This is an optimization exercise on Yosys and OpenROAD, whose aim is small area and few clock cycles, not a production implementation.
The RTL was checked by simulation tests, not by an equivalence proof against the original design.
Power figures rest on the tool's default switching activity, not on a simulated workload.

## gamma
## n2k_rx
module n2k_rx (
    input  wire        clk,
    input  wire        rst,
    input  wire        cfg_mode,           
    input  wire [3:0]  cfg_inc_valid,
    input  wire [71:0] cfg_inc_pgn,
    input  wire [3:0]  cfg_exc_valid,
    input  wire [71:0] cfg_exc_pgn,
    input  wire [1:0]  cfg_fast_valid,
    input  wire [35:0] cfg_fast_pgn,
    input  wire [31:0] cfg_min_interval,
    input  wire        rx_valid,
    output wire        rx_ready,
    input  wire [7:0]  rx_byte,
    input  wire [31:0] rx_now,
    output reg         out_valid,
    output reg         out_last,
    output reg  [17:0] out_pgn,
    output reg  [7:0]  out_src,
    output reg  [7:0]  out_len,
    output reg  [7:0]  out_data,
    output reg         diag_valid,
    output reg  [4:0]  diag_code,
    output wire [17:0] diag_pgn
);
Settings: LEC_CHECK=0, CAP_MARGIN=20, CORE_MARGIN=2, CORE_UTILIZATION=70, SLEW_MARGIN=20, SYNTH_MEMORY_MAX_BITS=8192; clock period 14.0 ns.
standard.sh (not shown) runs the stock make flow with config.mk's settings and CLKGATE_MAP_FILE= SYNTH_SCRIPT=/design/flow/synth_recipe.tcl, a recipe that flattens the netlist after the stock synthesis.
==> flow/flow/run.sh <==
#!/bin/bash
set -euo pipefail
export CTS_ARGS="-sink_clustering_enable -repair_clock_nets -dont_use_dummy_load -sink_clustering_size 32 -sink_clustering_max_diameter 60"
bash standard.sh > standard.log 2>&1
Testbench counts of gamma, summed over its fixed seeds: cycles 97,540.
For alpha, these inputs were changed with respect to gamma:
- CORE_UTILIZATION: 70 -> 60
Results
alpha: PASS, flow complete, no timing, DRC or antenna violations. Sum of negative setup slack delta (gamma -> alpha): insignificant. alpha — initial antenna violation count 2 higher, gamma as reference. The area overhead of the layout relative to synthesis of alpha exceeds that of gamma by 0.54 points. Diff gamma -> alpha: number of max-slew violations in the final report did not really move; maximum vdd drop down about 25%; via count of the first global-routing pass has decreased; detailed route wirelength on metal3 lost 3500 um; standard-cell row count moved up. Summary of alpha over gamma: switching share of power saw a decrease, later-pin clock latency in the skew report now sits lower, number of non-filler instances in the completed layout increased by 3.4% relative to the old numbers.

Starting RTL as in the previous note.
==> flow/config.mk <==
export PLATFORM = sky130hd
export DESIGN_NAME = n2k_rx
export DESIGN_NICKNAME = n2k_rx
export VERILOG_FILES = /design/flow/design.v
export SDC_FILE = /design/flow/constraint.sdc
export NUM_CORES = 4
export LEC_CHECK = 0
export CAP_MARGIN = 20
export CORE_MARGIN = 2
export CORE_UTILIZATION = 60
export SLEW_MARGIN = 20
export SYNTH_MEMORY_MAX_BITS = 8192
==> flow/constraint.sdc <==
create_clock -name core_clock -period 14.0 [get_ports {clk}]
set_input_delay 2.8000 -clock core_clock [delete_from_list [all_inputs] [get_ports {clk}]]
set_output_delay 2.8000 -clock core_clock [all_outputs]
set_load 0.01 [all_outputs]
==> flow/flow/run.sh <==
#!/bin/bash
set -euo pipefail
export CTS_ARGS="-sink_clustering_enable -repair_clock_nets -dont_use_dummy_load -sink_clustering_size 24 -sink_clustering_max_diameter 50"
bash standard.sh > standard.log 2>&1
The starting point went through all stages and came out clean.
Testbench counts at the start, summed over its fixed seeds: cycles 97,540.
==> next run, changes <==
==> flow/flow/run.sh (replaced) <==
#!/bin/bash
set -euo pipefail
export CTS_ARGS="-sink_clustering_enable -repair_clock_nets -dont_use_dummy_load"
bash standard.sh > standard.log 2>&1
The changed run completed with no timing, DRC or antenna violations.
Hold slack got worse by 0.0032 ns.
Synthesized area does not change.
Wire length goes up by 2.0%.
Die area is unchanged.
Power goes up by 8.0%.
Fmax goes up by 0.36%.

n2k_rx, a different RTL version from the one above (not shown whole).
Size: roughly 7700 cells after synthesis, roughly 4400 flip-flops, roughly 340 I/O pins, ~0.12 sq mm of cells after synthesis.
## n2k_rx
module n2k_rx (
    input  wire        clk,
    input  wire        rst,
    input  wire        cfg_mode,           
    input  wire [3:0]  cfg_inc_valid,
    input  wire [71:0] cfg_inc_pgn,
    input  wire [3:0]  cfg_exc_valid,
    input  wire [71:0] cfg_exc_pgn,
    input  wire [1:0]  cfg_fast_valid,
    input  wire [35:0] cfg_fast_pgn,
    input  wire [31:0] cfg_min_interval,
    input  wire        rx_valid,
    output wire        rx_ready,
    input  wire [7:0]  rx_byte,
    input  wire [31:0] rx_now,
    output reg         out_valid,
    output reg         out_last,
    output reg  [17:0] out_pgn,
    output reg  [7:0]  out_src,
    output reg  [7:0]  out_len,
    output reg  [7:0]  out_data,
    output reg         diag_valid,
    output reg  [4:0]  diag_code,
    output reg  [17:0] diag_pgn
);
    localparam [4:0] X_RUNT       = 5'd1,
                     X_SHORT      = 5'd2,
                     X_DLEN       = 5'd3,
                     X_FP_NOSTART = 5'd4,
                     X_FP_SEQ     = 5'd5,
                     X_FP_DUP     = 5'd6,
                     X_FP_EMPTY   = 5'd7,
  ...
==> flow/config.mk <==
export PLATFORM = sky130hd
export DESIGN_NAME = n2k_rx
export DESIGN_NICKNAME = n2k_rx
export VERILOG_FILES = /design/flow/design.v
export SDC_FILE = /design/flow/constraint.sdc
export NUM_CORES = 4
export LEC_CHECK = 0
export CAP_MARGIN = 20
export CORE_MARGIN = 2
export CORE_UTILIZATION = 40
export SLEW_MARGIN = 20
export SYNTH_MEMORY_MAX_BITS = 8192
==> flow/constraint.sdc <==
create_clock -name core_clock -period 14.0 [get_ports {clk}]
set_input_delay 2.8000 -clock core_clock [delete_from_list [all_inputs] [get_ports {clk}]]
set_output_delay 2.8000 -clock core_clock [all_outputs]
set_load 0.01 [all_outputs]
run.sh (not shown) runs the stock make flow with config.mk's settings and CLKGATE_MAP_FILE= SYNTH_SCRIPT=/design/flow/synth_recipe.tcl, a recipe that flattens the netlist after the stock synthesis.
Stock flow here: none of the scripts above is used.
The starting point went through all stages and came out clean.
Testbench counts at the start, summed over its fixed seeds: cycles 97,540.
==> next run, changes <==
- CORE_UTILIZATION: 40 -> 60
- CTS_BUF_LIST: unset -> sky130_fd_sc_hd__clkbuf_8
Total power drops by 3.8%.
Routed wire length climbs by 0.56%.
Die area drops by 33%.
Synthesized cell count stays the same.
Clock-buffer cell count climbs by 214.
Flip-flop and latch count stays the same.
Final area drops by 1.7%.
Sequential share of layout area climbs by 1.2 points.
First-iteration DRC count climbs by 1.9%.
Sequential power is about the same.
==> next run, changes <==
- CTS_BUF_LIST: sky130_fd_sc_hd__clkbuf_8 -> unset
- CTS_CLUSTER_DIAMETER: unset -> 60
- CTS_CLUSTER_SIZE: unset -> 32
Result:
- sequential power is about the same
- routed wire length came out lower by 3.6%
- die area does not change
- area after synthesis stays the same
- cell area came out lower by 4.5%
- power came out lower by 13%
- worst hold slack is better by 0.041 ns
- first-iteration DRC count came out higher by 4.7%
- critical path depth is unchanged

[separate check: timing with driven ports]
No port has a modelled driver above. Below, the same layouts with a new extraction and two added sets of constraints.
Step 1: set_driving_cell puts a clkbuf_16 on clk and a buf_2 on each other input, an assumption about the parent block.
Step 2 adds t to the input delays and takes it off the output delays; t is the mean of the earliest and latest rising clock arrival at the registers after step 1. Input paths then give back, and output paths get back, about the clock's delay inside the block.
Three values: ideal ports, drivers, drivers and shift; two values: the first two.
run	t, ns	slack for setup (ns)	worst hold slack (ns)	slew at the worst register clock pin (ns)	pins driven straight from the clock port
gamma	0.919	2.978 / 3.024 / 2.105	0.269 / 0.269 / 0.269	0.12 / 0.12	1
alpha	0.888	3.009 / 3.072 / 2.184	0.285 / 0.285 / 0.285	0.11 / 0.11	1
the first run of note 2	0.983	3.022 / 3.085 / 2.102	0.276 / 0.276 / 0.276	0.09 / 0.09	1
the second run of note 2	1.015	3.061 / 3.129 / 2.114	0.273 / 0.273 / 0.273	0.07 / 0.07	1
the first run of note 3	0.988	2.680 / 2.746 / 1.758	0.280 / 0.280 / 0.280	0.07 / 0.07	1
the second run of note 3	1.123	2.906 / 2.950 / 1.827	0.270 / 0.270 / 0.270	0.07 / 0.07	1
the third run of note 3	0.928	2.643 / 2.675 / 1.747	0.311 / 0.311 / 0.311	0.11 / 0.11	1
After both steps setup and hold are still met in every run listed. For the second run of note 3, which loses most, drivers alone change the setup slack by +0.044 ns; drivers and shift together by -1.079 ns.
